What follows belongs to an exercise in optimizing a design on an open flow for a short achievable clock period and few clock cycles; a production flow would make more cautious choices. Function was checked by simulation only, so behaviour that the tests miss may differ from the original. No activity file was given, so power comes from the tool's default toggle rates.

## flow/config.mk

```make
export PLATFORM = sky130hd
export DESIGN_NAME = imps_core
export DESIGN_NICKNAME = imps_core
export VERILOG_FILES = /design/flow/design.v
export SDC_FILE = /design/flow/constraint.sdc
export NUM_CORES = 4
export LEC_CHECK = 0
export CAP_MARGIN = 20
export CORE_MARGIN = 2
export CORE_UTILIZATION = 40
export PLACE_DENSITY = 0.6
export SLEW_MARGIN = 20
```

## flow/constraint.sdc

```tcl
create_clock -name core_clock -period 13.0 [get_ports {clk}]
set_input_delay 2.6000 -clock core_clock [delete_from_list [all_inputs] [get_ports {clk}]]
set_output_delay 2.6000 -clock core_clock [all_outputs]
set_load 0.01 [all_outputs]
```

## flow/design.v

```verilog
module imps_core (
    input  wire        clk,
    input  wire        rst,
    input  wire [31:0] cfg_ninstr,
    input  wire [31:0] cfg_entry,
    input  wire [15:0] cfg_memsize,
    output wire        imem_req,
    output wire [31:0] imem_addr,
    input  wire        imem_ready,
    input  wire [31:0] imem_rdata,
    output reg         dmem_req,
    output reg         dmem_we,
    output reg  [3:0]  dmem_be,
    output reg  [15:0] dmem_addr,
    output reg  [31:0] dmem_wdata,
    input  wire        dmem_ready,
    input  wire [31:0] dmem_rdata,
    output reg         sys_req,
    output reg  [31:0] sys_num,
    output reg  [31:0] sys_a0,
    output reg  [31:0] sys_a1,
    output reg  [31:0] sys_a2,
    input  wire        sys_ack,
    input  wire        sys_wr,
    input  wire [31:0] sys_ret,
    input  wire        sys_fault,
    input  wire [31:0] sys_fault_addr,
    output reg         ret_valid,
    output reg  [31:0] ret_pc,
    output reg         ret_we,
    output reg  [4:0]  ret_rd,
    output reg  [31:0] ret_wdata,
    output reg  [1:0]  status,
    output reg  [2:0]  fault_code,
    output reg  [31:0] fault_info,
    output reg  [2:0]  fault_width,
    output wire [31:0] pc_out
);
    localparam [1:0] ST_RUN = 2'd0, ST_EXIT = 2'd1, ST_FAULT = 2'd2;
    localparam [2:0] F_ADDR = 3'd2, F_OVF = 3'd3, F_UNK = 3'd4,
                     F_SYS  = 3'd5, F_FETCH = 3'd6;
    integer k;
    genvar g;
    wire alive = (status == ST_RUN);
    reg [31:0] n_q;
    reg signed [17:0] lim1, lim2, lim4;      
    always @(posedge clk) begin
        n_q  <= cfg_ninstr;
        lim1 <= $signed({2'b00, cfg_memsize}) - 18'sd1;
        lim2 <= $signed({2'b00, cfg_memsize}) - 18'sd2;
        lim4 <= $signed({2'b00, cfg_memsize}) - 18'sd4;
    end
    reg [31:0] rf [1:31];
    reg  [31:0] fpc;
    reg         freq;
    reg         halted_f;       
    reg         i_want, i_acc;
    reg  [31:0] i_pc;
    reg         i_hit, i_pt;
    reg  [3:0]  i_hidx;
    reg         d_valid;
    reg  [31:0] d_ir, d_pc;
    reg         d_hit, d_pt, d_past;
    reg  [3:0]  d_hidx;
    reg         e_valid;
    reg  [31:0] e_pc, e_ir, e_a, e_b, e_sd, e_alt, e_tgt;
    reg         e_fa, e_fb, e_fs;
    reg         e_sum, e_slt, e_or, e_lui, e_clz, e_clo, e_mul, e_ovfchk;
    reg         e_ld, e_st, e_br, e_bne, e_sys, e_wr, e_pred, e_hit;
    reg  [3:0]  e_hidx;
    reg  [4:0]  e_rd;
    reg  [2:0]  e_width;
    reg         e_unk, e_past;
    reg         m_valid;
    reg  [31:0] m_pc, m_res;
    reg  [4:0]  m_rd;
    reg         m_wr, m_ld, m_mul, m_sys;
    reg  [2:0]  m_width;
    reg  [1:0]  m_off2;
    reg         m_fault;
    reg  [2:0]  m_fcode, m_fwidth;
    reg  [31:0] m_finfo;
    reg         m_reqok, m_we;
    reg  [3:0]  m_be;
    reg  [15:0] m_addr;
    reg  [31:0] m_wdata;
    reg  [31:0] m_row0, m_row1, m_row2, m_row3, m_row4;
    reg         w_valid;
    reg  [31:0] w_pc, w_res;
    reg  [4:0]  w_rd;
    reg         w_wr, w_ld;
    reg  [2:0]  w_width;
    reg  [1:0]  w_off2;
    reg         w_fault;
    reg  [2:0]  w_fcode, w_fwidth;
    reg  [31:0] w_finfo;
    reg         nacc_q;         
    reg  [31:0] sys_pc;
    reg  [31:0] pc_r;
    assign imem_req  = freq;
    assign imem_addr = fpc;
    assign pc_out    = pc_r;
    wire sys_busy = sys_req;
    localparam NB = 16;
    reg  [NB-1:0] b_v, b_pt, b_tv;
    reg  [31:0]   b_tag [0:NB-1];
    reg  [31:0]   b_tgt [0:NB-1];
    reg  [1:0]    b_ctr [0:NB-1];
    reg  [3:0]    b_cur [0:NB-1];
    reg  [3:0]    b_trip[0:NB-1];
    reg  [3:0]    b_ptr;
    wire [NB-1:0] b_hitv;
    generate
        for (g = 0; g < NB; g = g + 1) begin : g_btb
            assign b_hitv[g] = b_v[g] && (b_tag[g] == fpc);
        end
    endgenerate
    reg [31:0] f_tgt;
    reg [3:0]  f_hidx;
    always @(*) begin
        f_tgt  = 32'd0;
        f_hidx = 4'd0;
        for (k = 0; k < NB; k = k + 1) begin
            if (b_hitv[k]) begin
                f_tgt  = f_tgt | b_tgt[k];
                f_hidx = f_hidx | k[3:0];
            end
        end
    end
    wire f_hit = |b_hitv;
    wire f_pt  = |(b_hitv & b_pt);
    wire [31:0] f_next = f_pt ? f_tgt : fpc + 32'd1;
    wire [5:0]  op    = d_ir[31:26];
    wire [4:0]  rs    = d_ir[25:21];
    wire [4:0]  rt    = d_ir[20:16];
    wire [4:0]  rdf   = d_ir[15:11];
    wire [5:0]  funct = d_ir[5:0];
    wire [15:0] imm   = d_ir[15:0];
    wire [31:0] simm  = {{16{imm[15]}}, imm};
    wire i_add     = (op == 6'h00) && (funct == 6'h20);
    wire i_addu    = (op == 6'h00) && (funct == 6'h21);
    wire i_slt     = (op == 6'h00) && (funct == 6'h2A);
    wire i_syscall = (op == 6'h00) && (funct == 6'h0C);
    wire i_mul     = (op == 6'h1C) && (funct == 6'h02);
    wire i_clz     = (op == 6'h1C) && (funct == 6'h20);
    wire i_clo     = (op == 6'h1C) && (funct == 6'h21);
    wire i_addi    = (op == 6'h08);
    wire i_addiu   = (op == 6'h09);
    wire i_ori     = (op == 6'h0D);
    wire i_lui     = (op == 6'h0F);
    wire i_beq     = (op == 6'h04);
    wire i_bne     = (op == 6'h05);
    wire i_lb      = (op == 6'h20);
    wire i_lh      = (op == 6'h21);
    wire i_lw      = (op == 6'h23);
    wire i_sb      = (op == 6'h28);
    wire i_sh      = (op == 6'h29);
    wire i_sw      = (op == 6'h2B);
    wire i_load   = i_lb | i_lh | i_lw;
    wire i_store  = i_sb | i_sh | i_sw;
    wire i_rtype  = i_add | i_addu | i_slt | i_mul | i_clz | i_clo;
    wire i_itype  = i_addi | i_addiu | i_ori | i_lui;
    wire i_branch = i_beq | i_bne;
    wire i_known  = i_rtype | i_itype | i_branch | i_load | i_store | i_syscall;
    wire d_bad    = d_past | !i_known;
    wire use_rs   = !d_bad && (i_rtype | i_addi | i_addiu | i_ori | i_branch | i_load | i_store);
    wire use_rt   = !d_bad && (i_add | i_addu | i_slt | i_mul | i_branch | i_store);
    wire b_is_rt  = i_add | i_addu | i_slt | i_mul | i_branch;
    wire [4:0] dst = i_rtype ? rdf : rt;
    wire d_wr     = !d_bad && (i_rtype | i_itype | i_load) && (dst != 5'd0);
    wire reads_x2 = (use_rs && rs == 5'd2) || (use_rt && rt == 5'd2);
    wire [31:0] w_final;
    reg [31:0] v_rs, v_rt;
    always @(*) begin
        if (rs == 5'd0)                          v_rs = 32'd0;
        else if (m_valid && m_wr && m_rd == rs)  v_rs = m_res;
        else if (w_valid && w_wr && w_rd == rs)  v_rs = w_final;
        else                                     v_rs = rf[rs];
        if (rt == 5'd0)                          v_rt = 32'd0;
        else if (m_valid && m_wr && m_rd == rt)  v_rt = m_res;
        else if (w_valid && w_wr && w_rd == rt)  v_rt = w_final;
        else                                     v_rt = rf[rt];
    end
    wire e_long = e_ld | e_mul;
    wire m_long = m_ld | m_mul;
    wire hz_rs = (rs != 5'd0) &&
                 ((e_valid && e_wr && e_long && e_rd == rs) ||
                  (m_valid && m_wr && m_long && m_rd == rs));
    wire hz_rt = (rt != 5'd0) &&
                 ((e_valid && e_wr && e_long && e_rd == rt) ||
                  (m_valid && m_wr && m_long && m_rd == rt));
    wire fe_rs = (rs != 5'd0) && e_valid && e_wr && !e_long && e_rd == rs;
    wire fe_rt = (rt != 5'd0) && e_valid && e_wr && !e_long && e_rd == rt;
    wire d_hazard = (use_rs && hz_rs) || (use_rt && hz_rt) ||
                    (reads_x2 && ((e_valid && e_sys) || (m_valid && m_sys) || sys_busy));
    wire [31:0] immx = i_lui ? {imm, 16'd0} : i_ori ? {16'd0, imm} : simm;
    wire [31:0] d_tgt = d_pc + simm;
    wire [31:0] d_pc1 = d_pc + 32'd1;
    wire        d_pred = d_hit ? d_pt : (i_bne && !d_bad);
    wire [31:0] A  = e_fa ? m_res : e_a;
    wire [31:0] B  = e_fb ? m_res : e_b;
    wire [31:0] SD = e_fs ? m_res : e_sd;
    wire [31:0] sum  = A + B;
    wire [32:0] diff = {A[31], A} - {B[31], B};
    wire        lt   = diff[32];
    wire        eq   = (A == B);
    wire [31:0] cx = e_clo ? ~A : A;
    wire        z16 = (cx[31:16] == 16'd0);
    wire [15:0] c16 = z16 ? cx[15:0] : cx[31:16];
    wire        z8  = (c16[15:8] == 8'd0);
    wire [7:0]  c8  = z8 ? c16[7:0] : c16[15:8];
    wire        z4  = (c8[7:4] == 4'd0);
    wire [3:0]  c4  = z4 ? c8[3:0] : c8[7:4];
    wire        z2  = (c4[3:2] == 2'd0);
    wire [1:0]  c2  = z2 ? c4[1:0] : c4[3:2];
    wire        zall = (cx == 32'd0);
    wire [5:0]  clcnt = zall ? 6'd32 : {1'b0, z16, z8, z4, z2, ~c2[1]};
    reg [31:0] e_res;
    always @(*) begin
        if (e_slt)              e_res = {31'd0, lt};
        else if (e_or)          e_res = A | B;
        else if (e_lui)         e_res = B;
        else if (e_clz | e_clo) e_res = {26'd0, clcnt};
        else                    e_res = sum;
    end
    wire ovf = e_ovfchk && (A[31] == B[31]) && (sum[31] != A[31]);
    wire taken = e_br && (e_bne ? !eq : eq);
    wire mispred = (taken != e_pred);
    wire [31:0] ea = sum;
    wire e_mem = e_ld | e_st;
    wire signed [17:0] lim = (e_width == 3'd1) ? lim1 : (e_width == 3'd2) ? lim2 : lim4;
    wire in_seg = (ea[31:16] == 16'h1001) && ($signed({2'b00, ea[15:0]}) <= lim);
    wire misal  = ((e_width == 3'd2) && ea[0]) || ((e_width == 3'd4) && (ea[1:0] != 2'b00));
    wire addr_ok = in_seg && !misal;
    wire e_fault = e_past | e_unk | ovf | (e_mem && !addr_ok);
    reg [2:0]  e_fcode;
    reg [31:0] e_finfo;
    always @(*) begin
        if (e_past)      begin e_fcode = F_FETCH; e_finfo = e_pc; end
        else if (e_unk)  begin e_fcode = F_UNK;   e_finfo = e_ir; end
        else if (e_mem)  begin e_fcode = F_ADDR;  e_finfo = ea;   end
        else             begin e_fcode = F_OVF;   e_finfo = e_pc; end
    end
    reg [31:0] st_data;
    reg [3:0]  st_be;
    always @(*) begin
        if (e_width == 3'd1) begin
            st_data = {4{SD[7:0]}};
            st_be   = 4'b0001 << ea[1:0];
        end else if (e_width == 3'd2) begin
            st_data = {2{SD[15:0]}};
            st_be   = ea[1] ? 4'b1100 : 4'b0011;
        end else begin
            st_data = SD;
            st_be   = 4'b1111;
        end
    end
    wire [31:0] pp [0:31];
    generate
        for (g = 0; g < 32; g = g + 1) begin : g_pp
            assign pp[g] = (A << g) & {32{B[g]}};
        end
    endgenerate
    wire [31:0] l1 [0:21];
    wire [31:0] l2 [0:14];
    wire [31:0] l3 [0:9];
    wire [31:0] l4 [0:6];
    wire [31:0] l5 [0:4];
    generate
        for (g = 0; g < 10; g = g + 1) begin : g_l1
            assign l1[2*g]   = pp[3*g] ^ pp[3*g+1] ^ pp[3*g+2];
            assign l1[2*g+1] = ((pp[3*g] & pp[3*g+1]) | (pp[3*g] & pp[3*g+2]) | (pp[3*g+1] & pp[3*g+2])) << 1;
        end
        assign l1[20] = pp[30];
        assign l1[21] = pp[31];
        for (g = 0; g < 7; g = g + 1) begin : g_l2
            assign l2[2*g]   = l1[3*g] ^ l1[3*g+1] ^ l1[3*g+2];
            assign l2[2*g+1] = ((l1[3*g] & l1[3*g+1]) | (l1[3*g] & l1[3*g+2]) | (l1[3*g+1] & l1[3*g+2])) << 1;
        end
        assign l2[14] = l1[21];
        for (g = 0; g < 5; g = g + 1) begin : g_l3
            assign l3[2*g]   = l2[3*g] ^ l2[3*g+1] ^ l2[3*g+2];
            assign l3[2*g+1] = ((l2[3*g] & l2[3*g+1]) | (l2[3*g] & l2[3*g+2]) | (l2[3*g+1] & l2[3*g+2])) << 1;
        end
        for (g = 0; g < 3; g = g + 1) begin : g_l4
            assign l4[2*g]   = l3[3*g] ^ l3[3*g+1] ^ l3[3*g+2];
            assign l4[2*g+1] = ((l3[3*g] & l3[3*g+1]) | (l3[3*g] & l3[3*g+2]) | (l3[3*g+1] & l3[3*g+2])) << 1;
        end
        assign l4[6] = l3[9];
        for (g = 0; g < 2; g = g + 1) begin : g_l5
            assign l5[2*g]   = l4[3*g] ^ l4[3*g+1] ^ l4[3*g+2];
            assign l5[2*g+1] = ((l4[3*g] & l4[3*g+1]) | (l4[3*g] & l4[3*g+2]) | (l4[3*g+1] & l4[3*g+2])) << 1;
        end
        assign l5[4] = l4[6];
    endgenerate
    wire [31:0] l6s = m_row0 ^ m_row1 ^ m_row2;
    wire [31:0] l6c = ((m_row0 & m_row1) | (m_row0 & m_row2) | (m_row1 & m_row2)) << 1;
    wire [31:0] l7s = l6s ^ l6c ^ m_row3;
    wire [31:0] l7c = ((l6s & l6c) | (l6s & m_row3) | (l6c & m_row3)) << 1;
    wire [31:0] l8s = l7s ^ l7c ^ m_row4;
    wire [31:0] l8c = ((l7s & l7c) | (l7s & m_row4) | (l7c & m_row4)) << 1;
    wire [31:0] mul_p = l8s + l8c;
    wire [31:0] ld_sh = dmem_rdata >> {w_off2, 3'b000};
    wire [31:0] ld_val = (w_width == 3'd1) ? {{24{ld_sh[7]}}, ld_sh[7:0]} :
                         (w_width == 3'd2) ? {{16{ld_sh[15]}}, ld_sh[15:0]} :
                         dmem_rdata;
    assign w_final = w_ld ? ld_val : w_res;
    wire w_hold = nacc_q | sys_busy;
    wire w_go   = w_valid && !w_hold;
    wire w_free = !w_valid || !w_hold;
    wire m_sys_block = m_sys && (sys_busy ||
                       (w_valid && w_ld && w_wr &&
                        (w_rd == 5'd2 || w_rd == 5'd4 || w_rd == 5'd5 || w_rd == 5'd6)));
    wire m_go   = m_valid && !nacc_q && w_free && !m_sys_block;
    wire m_free = !nacc_q && (!m_valid || m_go);
    wire e_block = e_mem && ((m_valid && m_sys) || sys_busy);
    wire e_go    = e_valid && m_free && !e_block;
    wire e_free  = !e_valid || e_go;
    wire e_flush = e_go && (mispred || e_fault);
    wire d_go    = d_valid && e_free && !d_hazard && !e_flush && !nacc_q;
    wire d_free  = !d_valid || d_go;
    wire d_redir = d_go && !d_hit && i_bne && !d_bad;
    wire i_valid  = i_want && i_acc;
    wire i_take   = i_valid && d_free && !e_flush && !d_redir;
    wire i_replay = i_want && !e_flush && !d_redir && !(i_acc && d_free);
    wire [31:0] x2v = (w_valid && w_wr && w_rd == 5'd2) ? w_res : rf[2];
    wire [31:0] x4v = (w_valid && w_wr && w_rd == 5'd4) ? w_res : rf[4];
    wire [31:0] x5v = (w_valid && w_wr && w_rd == 5'd5) ? w_res : rf[5];
    wire [31:0] x6v = (w_valid && w_wr && w_rd == 5'd6) ? w_res : rf[6];
    wire sys_exit  = (x2v == 32'd10);
    wire sys_ok    = (x2v == 32'd1) || (x2v == 32'd4) || (x2v == 32'd11) ||
                     (x2v == 32'd12) || (x2v == 32'd13) || (x2v == 32'd14) ||
                     (x2v == 32'd15) || (x2v == 32'd16);
    wire w_fault_now = w_go && w_fault;
    wire sys_act = m_go && m_sys && alive && !(w_valid && w_fault);
    always @(posedge clk) begin
        if (rst) begin
            fpc      <= cfg_entry;
            freq     <= 1'b1;
            halted_f <= 1'b0;
            i_want   <= 1'b0;
            d_valid  <= 1'b0;
            e_valid  <= 1'b0;
            m_valid  <= 1'b0;
            w_valid  <= 1'b0;
            nacc_q   <= 1'b0;
            dmem_req <= 1'b0;
            sys_req  <= 1'b0;
            ret_valid <= 1'b0;
            status   <= ST_RUN;
            b_v      <= {NB{1'b0}};
            b_ptr    <= 4'd0;
        end else begin
            if (!alive || halted_f || (e_go && e_fault)) begin
                freq   <= 1'b0;
                i_want <= 1'b0;
            end else begin
                i_want <= freq && !(e_flush || d_redir || i_replay);
                if (e_flush)       fpc <= e_alt;
                else if (d_redir)  fpc <= d_tgt;
                else if (i_replay) fpc <= i_pc;
                else if (freq)     fpc <= f_next;
            end
            if (e_go && e_fault) halted_f <= 1'b1;
            if (!alive || e_flush || halted_f)
                d_valid <= 1'b0;
            else if (d_free)
                d_valid <= i_take;
            if (!alive || e_flush)
                e_valid <= 1'b0;
            else if (e_free)
                e_valid <= d_go;
            if (!alive)
                m_valid <= 1'b0;
            else if (m_free)
                m_valid <= e_go;
            if (!alive)
                w_valid <= 1'b0;
            else if (w_free)
                w_valid <= m_go && !m_sys;
            if (dmem_req && !dmem_ready) begin
            end else if (nacc_q) begin
                dmem_req <= m_valid && m_reqok && alive;
            end else begin
                dmem_req <= e_go && e_mem && addr_ok && alive;
            end
            nacc_q <= dmem_req && !dmem_ready;
            if (e_go && e_br && alive) begin
                if (e_hit) begin
                    for (k = 0; k < NB; k = k + 1) begin
                        if (e_hidx == k[3:0]) begin
                            b_pt[k] <= taken ? (b_ctr[k] != 2'd0) &&
                                               !(b_tv[k] && (b_cur[k] != 4'hF) && (b_cur[k] + 4'd1 == b_trip[k]))
                                             : (b_ctr[k] == 2'd3) && (b_cur[k] != 4'd0);
                            if (!taken) b_tv[k] <= (b_cur[k] != 4'hF);
                        end
                    end
                end else begin
                    b_v[b_ptr]  <= 1'b1;
                    b_pt[b_ptr] <= taken;
                    b_tv[b_ptr] <= 1'b0;
                    b_ptr <= b_ptr + 4'd1;
                end
            end
            ret_valid <= 1'b0;
            if (sys_busy && sys_ack) begin
                sys_req <= 1'b0;
                if (sys_fault) begin
                    status <= ST_FAULT;
                end else begin
                    ret_valid <= 1'b1;
                end
            end
            if (w_go && alive) begin
                if (w_fault)
                    status <= ST_FAULT;
                else
                    ret_valid <= 1'b1;
            end
            if (sys_act) begin
                if (sys_exit)
                    status <= ST_EXIT;
                else if (sys_ok)
                    sys_req <= 1'b1;
                else
                    status <= ST_FAULT;
            end
        end
    end
    always @(posedge clk) begin
        if (!rst && e_go && e_br && alive) begin
            if (e_hit) begin
                for (k = 0; k < NB; k = k + 1) begin
                    if (e_hidx == k[3:0]) begin
                        if (taken) begin
                            if (b_ctr[k] != 2'd3) b_ctr[k] <= b_ctr[k] + 2'd1;
                            if (b_cur[k] != 4'hF) b_cur[k] <= b_cur[k] + 4'd1;
                        end else begin
                            if (b_ctr[k] != 2'd0) b_ctr[k] <= b_ctr[k] - 2'd1;
                            b_trip[k] <= b_cur[k];
                            b_cur[k]  <= 4'd0;
                        end
                    end
                end
            end else begin
                b_tag[b_ptr]  <= e_pc;
                b_tgt[b_ptr]  <= e_tgt;
                b_ctr[b_ptr]  <= taken ? 2'd3 : 2'd0;
                b_cur[b_ptr]  <= taken ? 4'd1 : 4'd0;
                b_trip[b_ptr] <= 4'd0;
            end
        end
    end
    always @(posedge clk) begin
        i_acc  <= imem_ready;
        i_pc   <= fpc;
        i_hit  <= f_hit;
        i_pt   <= f_pt;
        i_hidx <= f_hidx;
        if (d_free) begin
            d_ir   <= imem_rdata;
            d_pc   <= i_pc;
            d_hit  <= i_hit;
            d_pt   <= i_pt;
            d_hidx <= i_hidx;
            d_past <= (i_pc >= n_q);
        end
        if (e_free) begin
            e_pc    <= d_pc;
            e_ir    <= d_ir;
            e_a     <= v_rs;
            e_b     <= b_is_rt ? v_rt : immx;
            e_sd    <= v_rt;
            e_fa    <= use_rs && fe_rs;
            e_fb    <= use_rt && b_is_rt && fe_rt;
            e_fs    <= i_store && fe_rt;
            e_slt   <= i_slt;
            e_or    <= i_ori;
            e_lui   <= i_lui;
            e_clz   <= i_clz;
            e_clo   <= i_clo;
            e_mul   <= i_mul && !d_bad;
            e_ovfchk <= (i_add | i_addi) && (dst != 5'd0);
            e_ld    <= i_load && !d_bad;
            e_st    <= i_store && !d_bad;
            e_br    <= i_branch && !d_bad;
            e_bne   <= i_bne;
            e_sys   <= i_syscall && !d_bad;
            e_wr    <= d_wr;
            e_rd    <= dst;
            e_width <= (i_lb | i_sb) ? 3'd1 : (i_lh | i_sh) ? 3'd2 : 3'd4;
            e_pred  <= d_pred;
            e_alt   <= d_pred ? d_pc1 : d_tgt;
            e_tgt   <= d_tgt;
            e_hit   <= d_hit;
            e_hidx  <= d_hidx;
            e_unk   <= !d_past && !i_known;
            e_past  <= d_past;
        end else begin
            e_a  <= A;
            e_b  <= B;
            e_sd <= SD;
            e_fa <= 1'b0;
            e_fb <= 1'b0;
            e_fs <= 1'b0;
        end
        if (m_free) begin
            m_pc    <= e_pc;
            m_res   <= e_res;
            m_rd    <= e_rd;
            m_wr    <= e_wr && !e_fault;
            m_ld    <= e_ld;
            m_mul   <= e_mul;
            m_sys   <= e_sys;
            m_width <= e_width;
            m_off2  <= ea[1:0];
            m_fault <= e_fault;
            m_fcode <= e_fcode;
            m_finfo <= e_finfo;
            m_fwidth <= e_width;
            m_reqok <= e_mem && addr_ok;
            m_we    <= e_st;
            m_be    <= e_st ? st_be : 4'b0000;
            m_addr  <= ea[15:0];
            m_wdata <= st_data;
            m_row0  <= l5[0];
            m_row1  <= l5[1];
            m_row2  <= l5[2];
            m_row3  <= l5[3];
            m_row4  <= l5[4];
        end
        if (w_free) begin
            w_pc    <= m_pc;
            w_res   <= m_mul ? mul_p : m_res;
            w_rd    <= m_rd;
            w_wr    <= m_wr;
            w_ld    <= m_ld;
            w_width <= m_width;
            w_off2  <= m_off2;
            w_fault <= m_fault;
            w_fcode <= m_fcode;
            w_finfo <= m_finfo;
            w_fwidth <= m_fwidth;
        end
        if (dmem_req && !dmem_ready) begin
        end else if (nacc_q) begin
            dmem_we    <= m_we;
            dmem_be    <= m_be;
            dmem_addr  <= m_addr;
            dmem_wdata <= m_wdata;
        end else begin
            dmem_we    <= e_st;
            dmem_be    <= e_st ? st_be : 4'b0000;
            dmem_addr  <= ea[15:0];
            dmem_wdata <= st_data;
        end
        if (sys_act) begin
            sys_num <= x2v;
            sys_a0  <= x4v;
            sys_a1  <= x5v;
            sys_a2  <= x6v;
            sys_pc  <= m_pc;
        end
        if (sys_busy && sys_ack) begin
            ret_pc    <= sys_pc;
            ret_we    <= sys_wr;
            ret_rd    <= 5'd2;
            ret_wdata <= sys_ret;
            if (sys_fault) begin
                fault_code  <= F_ADDR;
                fault_info  <= sys_fault_addr;
                fault_width <= 3'd1;
                pc_r        <= sys_pc;
            end
        end else begin
            ret_pc    <= w_pc;
            ret_we    <= w_wr;
            ret_rd    <= w_rd;
            ret_wdata <= w_final;
        end
        if (w_go && alive && w_fault) begin
            fault_code  <= w_fcode;
            fault_info  <= w_finfo;
            fault_width <= w_fwidth;
            pc_r        <= w_pc;
        end
        if (sys_act && !sys_ok) begin
            fault_code <= F_SYS;
            fault_info <= x2v;
            pc_r       <= m_pc;
        end
    end
    integer r;
    always @(posedge clk) begin
        if (rst) begin
            for (r = 1; r < 32; r = r + 1)
                rf[r] <= 32'd0;
        end else begin
            if (w_go && alive && w_wr && !w_fault)
                rf[w_rd] <= w_final;
            if (sys_busy && sys_ack && sys_wr && !sys_fault)
                rf[2] <= sys_ret;
        end
    end
endmodule
```

## flow/run.sh

```bash
#!/bin/bash
# synth_recipe.tcl (not shown) runs the flow's synth.tcl, then flattens the netlist and writes it again
# the make line also repeats each setting of config.mk as NAME=value (left out here)
make -C /OpenROAD-flow-scripts/flow DESIGN_CONFIG=/design/flow/config.mk WORK_HOME=/design/flow/orfs CLKGATE_MAP_FILE= SYNTH_SCRIPT=/design/flow/synth_recipe.tcl finish
```

==> results.sh <==
export IMPL_status="finished clean"
export IMPL_syn_to_final_growth_pct=15.0
export IMPL_synth_area_leader_cell="edfxtp_1"
export IMPL_drive_gt1_share_pct=14.9
export IMPL_ys_seq_area_share_pct=57.3
export IMPL_viasPerCell=6.18
export IMPL_yosysWarnings=1
export IMPL_synth_compound_gate_area_share_pct=6.76
export IMPL_end_kind="register"
export IMPL_cp_start_kind="register"
export IMPL_htreeDepth=5
export IMPL_cts_buffers=379
export IMPL_synthTopCellsByCount="edfxtp_1, nor2_1, nand2_1"
export IMPL_grt_pass1_vias=117880
export IMPL_min_from="i_hit"
export IMPL_crit_required_ns=13.58
export IMPL_gp_congestion=0.997
export IMPL_wl_per_cell_um=34.6
export IMPL_r2r_start="e_fa"
export IMPL_core_mm2=0.435
export IMPL_max_cap_violations=0
export IMPL_ant_nets=0
export IMPL_cts_hold_buf=0
export IMPL_track_usage_pct=30.7
export IMPL_netlist_area_mm2=0.175
export IMPL_first_pass_iters=6
export IMPL_finalWirelength_um=697000
export IMPL_timing_fmax_mhz=101
export IMPL_synthMuxAreaShare_pct=11.1
export IMPL_fin_crit_ns=9.90
export IMPL_port_buffers=573
export IMPL_async_flop_share_pct=0
export IMPL_final_setup_worst_slack_ns=3.10
export IMPL_cp_arrival_ns=10.48
export IMPL_grt_max_degree=138
export IMPL_synth_top_family_by_area="multiplexers"
export IMPL_cts_buffer_depth=4
export IMPL_grt_ovfl_total=0
export IMPL_finalClockSkew_ns=0.0745
export IMPL_die_h_um=665
export IMPL_setup_viol=0
export IMPL_synthCells=13603
export IMPL_synthFlopType="edfxtp_1"
export IMPL_worstSkewPairLatency_ns=1.03
export IMPL_cts_sinks=3480
export IMPL_p_leak_nw=73.2
export IMPL_drc=0
export IMPL_die_area_mm2=0.442
export IMPL_rrSetupSlack_ns=3.10
export IMPL_vias=124515
export IMPL_synthSimpleGateAreaFrac_pct=9.81
export IMPL_worstMarginPinSlew_ns=1.32
export IMPL_slew_violations=0
export IMPL_first_iter_violations=19346
export IMPL_rsz0062_at_grt="no"
export IMPL_clk_pin_slew_ns=0.06
export IMPL_synthAdderAreaFrac_pct=7.17
export IMPL_io_pins=574
export IMPL_critical_path_class="reg2reg"
export IMPL_crit_fanout=61
export IMPL_synth_edf_count=3032
export IMPL_slew_limit_headroom_pct=11.2
export IMPL_synth_area_leaders="edfxtp_1, mux4_2, dfxtp_1"
export IMPL_postCtsSetupRepairBufs=0
export IMPL_clock_root_buffer="clkbuf_16"
export IMPL_max_vdd_ir_drop_mv=0.290
export IMPL_ctsResizeCount=0
export IMPL_cts_tree="yes"
export IMPL_synth_xor_area_share_pct=4.44
export IMPL_antenna_found_initial=102
export IMPL_fin_setup_tns_ns=0
export IMPL_layout_nets=15008
export IMPL_placementRows=242
export IMPL_die_w_um=665
export IMPL_dpl_hpwl_um=463000
export IMPL_synth_top_cell_area_share_pct=52.1
export IMPL_syn_area_per_cell_um2=12.8
export IMPL_ys_types=109
export IMPL_synth_most_common_cell="edfxtp_1"
export IMPL_grt_pass1_wl_um=953000
export IMPL_final_hold_violation_count=0
export IMPL_start_util_pct=40.2
export IMPL_p_per_area_mw_per_mm2=223
export IMPL_fin_crit_sh_pct=76.1
export IMPL_syn_nets=14569
export IMPL_startpoint="e_fa"
export IMPL_dp_slack_ns=3.46
export IMPL_fillers=38426
export IMPL_hp_class="reg2reg"
export IMPL_synth_seq_cells=3480
-- registers in the layout (all words and copies together) (netlist names), 64 cells and up, named ones only --
register / flops
b_tgt: 512
b_tag: 512
b_cur: 64
b_trip: 64
rf: 1024
-- metal layers --
layer / global-route usage (%) / wire [µm]
met5: 0.456 / 359
met4: 19.3 / 52400
met3: 9.24 / 89500
met2: 44.6 / 298000
met1: 40.1 / 257000
-- cell usage in the layout (no fill, tap or decap), types with 396 or more instances in the layout --
cell type,n
xor2_1,440
edfxtp_1,3032
nand2_1,1078
dfxtp_1,434
clkdlybuf4s50_1,572
nor2_1,1917
a21oi_1,396
fa_1,416
inv_1,638
o21ai_0,399
mux4_2,649
xnor2_1,433
-- report_power, final --
part	total [W]	internal (W)	switching, W	leakage [nW]
registers	0.0161	0.0145	0.00161	33.5
clock network	0.0111	0.00638	0.00474	6.18
logic	0.0175	0.00609	0.0114	33.5
-- per-stage QoR --
stage                     utilization (%)  instances  hold slack [ns]  total power, W  instance area (µm²)
final                                46.2      20158            0.403          0.0447               201000
after global routing                 46.2      20120            0.413          0.0462               201000
after CTS                            46.2      20096            0.402          0.0444               201000
after detailed placement             43.3      19393            0.389          0.0333               188000
after global placement               43.3      19391            0.386          0.0332               188000
after floorplan                         -      13603            0.386          0.0246               175000
-- critical path: stages (launching register included) --
cell and delay (ns):
dfxtp_2 0.32, buf_4 0.49, mux2i_4 0.31, buf_4 0.51, inv_1 0.20, ha_1 0.32, fa_1 0.50, a211oi_1 0.33
o211ai_1 0.26, and3_1 0.26, o21a_1 0.22, o21ai_0 0.15, nand2_1 0.10, xor2_2 0.41, ha_1 0.35, nand4_1 0.10
nor2_1 0.06, a221o_1 0.34, a2111oi_0 0.69, nor4b_1 0.52, nand4_1 0.16, or4_4 0.48, a21o_1 0.56, o21ai_4 0.82
buf_4 0.87
-- worst paths after layout --
path / endpoint / depth (start not counted)
min: d_hit / 0
max: d_pc[16] / 24
max reg2reg: d_pc[16] / 24
min reg2reg: d_hit / 0
-- logic make-up (layout without fill, tap and decap cells) --
logic type | count (synthesis) | count (layout)
flip-flops | 3480 | 3480
multiplexers | 1086 | 1086
buffers and inverters | 1576 | 2337
adder cells (fa/ha/maj) | 751 | 751
other | 0 | 60
XOR/XNOR | 885 | 885
AND/OR/NAND/NOR | 4004 | 4004
AO/OA/AOI/OAI | 1821 | 1821
-- area by class of cell --
| class | count | area, µm² | share of cell area (%) |
|---|---|---|---|
| antenna | 60 | 150 | 0.0747 |
| timing repair buffer | 958 | 8730 | 4.35 |
| clock buffer | 483 | 10300 | 5.11 |
| multi-input combinational | 8547 | 69500 | 34.6 |
| tap | 5734 | 7170 | 3.57 |
| sequential | 3480 | 100000 | 49.8 |
| inverter | 676 | 2570 | 1.28 |
| clock inverter | 220 | 2380 | 1.18 |
Testbench counts, summed over its fixed seeds: cycles 1,657,686.

## afterwards: timing with drivers on the ports
How much do the figures lean on ideal ports? The routed layout below was timed once more, with nothing changed but the port constraints.
Step 1, drivers: a clkbuf_16 drives clk and a buf_2 each remaining input, both assumed.
Step 2 moves the port delays by t, midway between the first and last clock arrival at a register: inputs arrive t later, outputs are due t later. That takes back most of the time a late clock gives input paths.
Three values: no drivers, after step 1, after step 2; two values: the first two.
shift t [ns]: 1.113
slack for setup (ns): 3.101 / 3.101 / 3.101
hold WS [ns]: 0.403 / 0.403 / 0.403
worst setup path after step 2: register to register
pins driven straight from the clock port: 1
After both steps setup and hold are still met in this run. The setup slack of this run moves by 0.000 ns with the drivers and by 0.000 ns with both steps.
